Source: an optimization exercise on an open RTL-to-GDS flow (aim: small area). Production flows keep margins and buffers that such runs may drop. The RTL was checked by simulation tests, not by an equivalence proof against the original design. The clock input has no modelled driver; a real chip could not lean on it and would need a root buffer or a full tree. Power figures rest on the tool's default switching activity, not on a simulated workload.

## cedar
Design dsa_link, start of the top module:
module dsa_link (
    input  wire        clk,
    input  wire        rst,         
    input  wire        start,
    input  wire [18:0] HCMD,
    input  wire        tick,
    output wire        busy,
    output wire        done,
    output reg  [1:0]  status,
    output reg         req,
    output reg  [15:0] RXR,
    output wire        D_oe,
    output wire        D_o,
    input  wire        D_i,
    output wire        S_oe,
    output wire        S_o,
    input  wire        S_i,
    output wire        A_oe,
    output wire        A_o,
    input  wire        A_i
);
    localparam [4:0] IDLE0          = 5'b00000;    
    localparam [4:0] IDLE1          = 5'b00001;    
    localparam [4:0] P_READ         = 5'b00010;
    localparam [4:0] R_REL0         = 5'b00011;    
    localparam [4:0] R_SYNC_ACKLO   = 5'b00100;
    localparam [4:0] R_SYNC_ACKHI   = 5'b01011;    
    localparam [4:0] R_BIT_SAMPLE   = 5'b01100;    
    localparam [4:0] R_BIT_ACKLO    = 5'b01110;
    localparam [4:0] R_BIT_ACKHI    = 5'b01001;    
    localparam [4:0] R_CMP_ANNOUNCE = 5'b10100;    
    localparam [4:0] R_CMP_FINISH   = 5'b10000;   
    localparam [4:0] R_CMP_REL      = 5'b10101;
    localparam [4:0] T_PRESET       = 5'b11000;
    localparam [4:0] T_REL0         = 5'b11001;
    localparam [4:0] T_REQ          = 5'b00101;
  ...
For scale: ~200 cells after synthesis, roughly 53 I/O pins, roughly 2100 um2 of cells after synthesis.
clock: 10.0 ns
lec_check: 0
cap_margin: 0
core_margin: 2
core_utilization: 40
gpl_timing_driven: 0
slew_margin: 0
standard.sh (not shown) runs the stock make flow with config.mk's settings and CLKGATE_MAP_FILE= SYNTH_SCRIPT=/design/flow/synth_recipe.tcl, a recipe that flattens the netlist after the stock synthesis.
==> flow/flow/run.sh <==
#!/bin/bash
# Layout flow: the standard layout (standard.sh) with these changes:
#  - synthesis maps the logic with the area-oriented ABC script in
#    flow/area.abc (deep synthesis, then area mapping) instead of ORFS's
#    speed script, and leaves adder extraction off (ADDER_MAP_FILE
#    empty) so that ABC sees all of the logic; everything else in the
#    synthesis, registers included, is the standard one;
#  - the port buffers use the smallest buffer cell;
#  - CTS adds no dummy loads to balance the clock tree;
#  - the buffers synthesis leaves are removed at floorplan (REMOVE_ABC_BUFFERS).
# Each tool's output goes to a log file in this folder; temporary files
# stay inside this folder too.
set -euo pipefail
W=$PWD
mkdir -p "$W/tmp/xdg"
chmod 700 "$W/tmp/xdg"
export TMPDIR="$W/tmp"
export XDG_RUNTIME_DIR="$W/tmp/xdg"
ORFS_SYNTH=$FLOW_HOME/scripts/synth.tcl
grep -q 'log_cmd abc {\*}\$abc_args' "$ORFS_SYNTH"
sed 's#log_cmd abc {\*}\$abc_args#log_cmd abc -script '"$W"'/flow/area.abc {*}[lrange $abc_args 2 end]#' \
    "$ORFS_SYNTH" > "$W/flow/synth_orfs_area.tcl"
grep -q "$W/flow/area.abc" "$W/flow/synth_orfs_area.tcl"
grep -q 'SCRIPTS_DIR)/synth.tcl' synth_recipe.tcl
sed "s#\$::env(SCRIPTS_DIR)/synth.tcl#$W/flow/synth_orfs_area.tcl#" synth_recipe.tcl > "$W/flow/synth_area.tcl"
export BUFFER_PORTS_ARGS="-buffer_cell sky130_fd_sc_hd__buf_1"
export CTS_ARGS="-sink_clustering_enable -repair_clock_nets -dont_use_dummy_load"
bash standard.sh SYNTH_SCRIPT="$W/flow/synth_area.tcl" ADDER_MAP_FILE= REMOVE_ABC_BUFFERS=1 finish > standard.log 2>&1
==> flow/flow/area.abc <==
strash
&get -n
&deepsyn -T 60
&put
dch -f
amap
topo
cedar completed end to end with timing, DRC and antenna clean.
Changes in pine relative to cedar:
Settings: swapping 0 for 20 in SLEW_MARGIN; clearing GPL_TIMING_DRIVEN, which used to be 0; swapping 0 for 20 in CAP_MARGIN.
-- flow/flow/run.sh --
<<< cedar, line 7
#    synthesis, registers included, is the standard one;
#  - the port buffers use the smallest buffer cell;
#  - CTS adds no dummy loads to balance the clock tree;
#  - the buffers synthesis leaves are removed at floorplan (REMOVE_ABC_BUFFERS).
# Each tool's output goes to a log file in this folder; temporary files
>>> pine, line 7
#    synthesis, registers included, is the standard one;
#  - the port buffers use the smallest buffer cell.
# Each tool's output goes to a log file in this folder; temporary files
<<< cedar, line 26
export BUFFER_PORTS_ARGS="-buffer_cell sky130_fd_sc_hd__buf_1"
export CTS_ARGS="-sink_clustering_enable -repair_clock_nets -dont_use_dummy_load"
bash standard.sh SYNTH_SCRIPT="$W/flow/synth_area.tcl" ADDER_MAP_FILE= REMOVE_ABC_BUFFERS=1 finish > standard.log 2>&1
>>> pine, line 24
export BUFFER_PORTS_ARGS="-buffer_cell sky130_fd_sc_hd__buf_1"
bash standard.sh SYNTH_SCRIPT="$W/flow/synth_area.tcl" ADDER_MAP_FILE= finish > standard.log 2>&1
## What came out
Both conditions hold for pine: the flow ran to the end and the final layout passed the timing, DRC and antenna checks.
First-pass GRT wire length deteriorates in pine relative to cedar.
Taking cedar as the reference point, the met1 demand-to-capacity share in global routing of pine rises by 1.8 points.
Total power draw was lower in the run labelled cedar.
pine reports a higher total met2 wirelength after detailed routing than cedar does.
Looking at post-route cell area, pine sits 0.80% higher than cedar does.
Number of synthesized flops with an enable pin: cedar vs pine identical
The maximum frequency in pine was higher than what cedar gave.
Comparing pine and cedar, the lower global-route usage was measured on cedar.
Diff cedar -> pine | clock power | up by a little under 10%

## P
Another version of the RTL of dsa_link (not shown whole).
Size: ~190 cells after synthesis, about 53 I/O pins.
// dsa_link
module dsa_link (
    input  wire        clk,
    input  wire        rst,         
    input  wire        start,
    input  wire [18:0] HCMD,
    input  wire        tick,
    output wire        busy,
    output wire        done,
    output reg  [1:0]  status,
    output reg         req,
    output reg  [15:0] RXR,
    output wire        D_oe,
    output wire        D_o,
    input  wire        D_i,
    output wire        S_oe,
    output wire        S_o,
    input  wire        S_i,
    output wire        A_oe,
    output wire        A_o,
    input  wire        A_i
);
clock: 10.0 ns
lec_check: 0
cap_margin: 0
core_margin: 2
core_utilization: 65
gpl_timing_driven: 0
slew_margin: 0
==> flow/flow/run.sh <==
#!/bin/bash
# Layout flow: the standard layout (standard.sh) with these changes:
#  - synthesis maps the logic with area-oriented ABC scripts (deep
#    synthesis with a few random seeds, then area mapping) instead of
#    ORFS's speed script, with adder extraction off (ADDER_MAP_FILE
#    empty) so that ABC sees all of the logic; the seeds run in
#    parallel and the smallest netlist is kept. Everything else in the
#    synthesis, registers included, is the standard one;
#  - the port buffers use the smallest buffer cell;
#  - the buffers synthesis leaves are removed at floorplan;
#  - CTS adds no dummy loads, and each clock buffer it inserts is then
#    sized down to the smallest clkbuf that keeps the estimated slew at
#    the pins it drives under CLK_SLEW_TARGET, and the root buffer is
#    dropped when the clock port can drive the leaf buffers itself
#    (flow/size_clkbufs.tcl).
# Each tool's output goes to a log file in this folder; temporary files
# stay inside this folder too.
set -euo pipefail
W=$PWD
mkdir -p "$W/tmp/xdg"
chmod 700 "$W/tmp/xdg"
export TMPDIR="$W/tmp"
export XDG_RUNTIME_DIR="$W/tmp/xdg"

ORFS_SYNTH=$FLOW_HOME/scripts/synth.tcl
grep -q 'log_cmd abc {\*}\$abc_args' "$ORFS_SYNTH"
grep -q 'SCRIPTS_DIR)/synth.tcl' synth_recipe.tcl
SEEDS="0 1 2 3"
for s in $SEEDS; do
  printf 'strash\n&get -n\n&deepsyn -T 60 -S %s\n&put\ndch -f\namap\ntopo\n' "$s" > "$W/flow/area_$s.abc"
  sed 's#log_cmd abc {\*}\$abc_args#log_cmd abc -script '"$W"'/flow/area_'"$s"'.abc {*}[lrange $abc_args 2 end]#' \
      "$ORFS_SYNTH" > "$W/flow/synth_orfs_area_$s.tcl"
  grep -q "$W/flow/area_$s.abc" "$W/flow/synth_orfs_area_$s.tcl"
  sed "s#\$::env(SCRIPTS_DIR)/synth.tcl#$W/flow/synth_orfs_area_$s.tcl#" synth_recipe.tcl > "$W/flow/synth_area_$s.tcl"
done

# synthesis, one run per seed, in parallel
for s in $SEEDS; do
  bash standard.sh SYNTH_SCRIPT="$W/flow/synth_area_$s.tcl" ADDER_MAP_FILE= \
      WORK_HOME="$W/syn_$s" synth > "synth_$s.log" 2>&1 &
done
wait
best=""
best_area=""
for s in $SEEDS; do
  rpt="$W/syn_$s/reports/sky130hd/dsa_link/base/synth_stat.txt"
  [[ -f "$rpt" ]] || continue
  a=$(awk '$1 ~ /^[0-9]+$/ && $3 ~ /sky130_fd_sc_hd__/ { if ($3 !~ /__(buf_|clkbuf_)/) s+=$2 } END{printf "%.3f", s}' "$rpt")
  echo "seed $s: synthesized area without buffers $a" >> synth_choice.log
  if [[ -z "$best" ]] || awk -v a="$a" -v b="$best_area" 'BEGIN{exit !(a < b)}'; then
    best=$s; best_area=$a
  fi
done
[[ -n "$best" ]]
echo "kept seed $best" >> synth_choice.log
rm -rf "$W/orfs"
cp -a "$W/syn_$best" "$W/orfs"

export BUFFER_PORTS_ARGS="-buffer_cell sky130_fd_sc_hd__buf_1"
export CTS_ARGS="-sink_clustering_enable -repair_clock_nets -dont_use_dummy_load"
export POST_CTS_TCL="$W/flow/size_clkbufs.tcl"
export CLK_SLEW_TARGET=0.110
bash standard.sh SYNTH_SCRIPT="$W/flow/synth_area_$best.tcl" ADDER_MAP_FILE= REMOVE_ABC_BUFFERS=1 finish > standard.log 2>&1
==> flow/flow/size_clkbufs.tcl <==
set db [ord::get_db]
set block [ord::get_db_block]
set slew_target $::env(CLK_SLEW_TARGET)
proc clk_bufs {} {
  set bufs {}
  foreach inst [[ord::get_db_block] getInsts] {
    if { [string match "clkbuf_*" [$inst getName]] && [string match "*__clkbuf_*" [[$inst getMaster] getName]] } {
      lappend bufs $inst
    }
  }
  return $bufs
}
proc worst_load_slew { inst } {
  set net [[$inst findITerm X] getNet]
  set worst 0
  foreach it [$net getITerms] {
    if { [$it getInst] == $inst } { continue }
    set pin [get_pins [[$it getInst] getName]/[[$it getMTerm] getName]]
    foreach rf {rise fall} {
      set s [get_property $pin slew_max_$rf]
      if { $s > $worst } { set worst $s }
    }
  }
  return $worst
}
estimate_parasitics -placement
set leaves {}
set roots {}
foreach b [clk_bufs] {
  set in_net [[$b findITerm A] getNet]
  if { [$in_net getName] == "clk" } { lappend roots $b } else { lappend leaves $b }
}
foreach b [concat $leaves $roots] {
  puts "size_clkbufs: [$b getName] [[$b getMaster] getName] worst load slew [worst_load_slew $b]"
}
foreach b [concat $leaves $roots] {
  foreach size {1 2 4 8 16} {
    $b swapMaster [$db findMaster sky130_fd_sc_hd__clkbuf_$size]
    estimate_parasitics -placement
    set w [worst_load_slew $b]
    if { $w < $slew_target } { break }
  }
  puts "size_clkbufs: [$b getName] -> clkbuf_$size (worst load slew $w)"
}
foreach b $leaves {
  puts "size_clkbufs: final [$b getName] worst load slew [worst_load_slew $b]"
}
detailed_placement
check_placement -verbose

if { [llength $roots] == 1 && [llength $leaves] > 0 && [llength $leaves] <= 4 } {
  set root [lindex $roots 0]
  set root_in [[$root findITerm A] getNet]
  set root_out [[$root findITerm X] getNet]
  set loads {}
  foreach it [$root_out getITerms] {
    if { [$it getInst] != $root } { lappend loads $it }
  }
  set only_leaves 1
  foreach it $loads {
    if { [lsearch -exact $leaves [$it getInst]] < 0 } { set only_leaves 0 }
  }
  if { $only_leaves && [llength $loads] == [llength $leaves] && [llength [$root_out getBTerms]] == 0 } {
    foreach it $loads {
      $it disconnect
      $it connect $root_in
    }
    [$root findITerm A] disconnect
    [$root findITerm X] disconnect
    odb::dbInst_destroy $root
    odb::dbNet_destroy $root_out
    puts "size_clkbufs: removed the root clock buffer; the clock port drives [llength $loads] leaf buffers"
    estimate_parasitics -placement
    foreach b $leaves {
      puts "size_clkbufs: after root removal [$b getName] worst load slew [worst_load_slew $b]"
    }
    detailed_placement
    check_placement -verbose
  }
}
P has completed all stages; timing, DRC and antenna checks passed.
Input changes introduced in Q (baseline for comparison: P):
diff --git a/flow/flow/run.sh b/flow/flow/run.sh
--- a/flow/flow/run.sh
+++ b/flow/flow/run.sh
@@ -11,7 +11,5 @@
 #  - CTS adds no dummy loads, and each clock buffer it inserts is then
 #    sized down to the smallest clkbuf that keeps the estimated slew at
-#    the pins it drives under CLK_SLEW_TARGET, and the root buffer is
-#    dropped when the clock port can drive the leaf buffers itself
-#    (flow/size_clkbufs.tcl).
+#    the pins it drives under CLK_SLEW_TARGET (flow/size_clkbufs.tcl).
 # Each tool's output goes to a log file in this folder; temporary files
 # stay inside this folder too.
diff --git a/flow/flow/size_clkbufs.tcl b/flow/flow/size_clkbufs.tcl
--- a/flow/flow/size_clkbufs.tcl
+++ b/flow/flow/size_clkbufs.tcl
@@ -48,33 +48,2 @@
 detailed_placement
 check_placement -verbose
-
-if { [llength $roots] == 1 && [llength $leaves] > 0 && [llength $leaves] <= 4 } {
-  set root [lindex $roots 0]
-  set root_in [[$root findITerm A] getNet]
-  set root_out [[$root findITerm X] getNet]
-  set loads {}
-  foreach it [$root_out getITerms] {
-    if { [$it getInst] != $root } { lappend loads $it }
-  }
-  set only_leaves 1
-  foreach it $loads {
-    if { [lsearch -exact $leaves [$it getInst]] < 0 } { set only_leaves 0 }
-  }
-  if { $only_leaves && [llength $loads] == [llength $leaves] && [llength [$root_out getBTerms]] == 0 } {
-    foreach it $loads {
-      $it disconnect
-      $it connect $root_in
-    }
-    [$root findITerm A] disconnect
-    [$root findITerm X] disconnect
-    odb::dbInst_destroy $root
-    odb::dbNet_destroy $root_out
-    puts "size_clkbufs: removed the root clock buffer; the clock port drives [llength $loads] leaf buffers"
-    estimate_parasitics -placement
-    foreach b $leaves {
-      puts "size_clkbufs: after root removal [$b getName] worst load slew [worst_load_slew $b]"
-    }
-    detailed_placement
-    check_placement -verbose
-  }
-}
## What came out
Total power (Q over P): increase, 1.7%
Worst hold slack of Q is on par with P.
Higher final core utilization goes to Q over P.

port drivers added, routing unchanged:
The results above use ideal ports. As a check the final layouts listed here were re-extracted and re-timed, cells and wires unchanged. Step 1: set_driving_cell puts a clkbuf_16 on clk and a buf_2 on each other input, an assumption about the parent block. Step 2 moves the port delays by t, midway between the first and last clock arrival at a register: inputs arrive t later, outputs are due t later. That takes back most of the time a late clock gives input paths. Slacks: no drivers / after step 1 / after step 2; pairs: no drivers / after step 1.
| run | t, ns | setup WS [ns] | worst setup path at the end | cell pins on the clock port's net |
|---|---|---|---|---|
| cedar | 0.324 | 5.890 / 5.863 / 6.186 | register to output | 1 |
| pine | 0.320 | 6.259 / 6.231 / 6.551 | register to output | 1 |
| P | 0.199 | 5.391 / 5.345 / 5.543 | register to output | 4 |
| Q | 0.351 | 5.221 / 5.198 / 5.549 | register to output | 1 |
After both steps setup and hold are still met in every run listed.
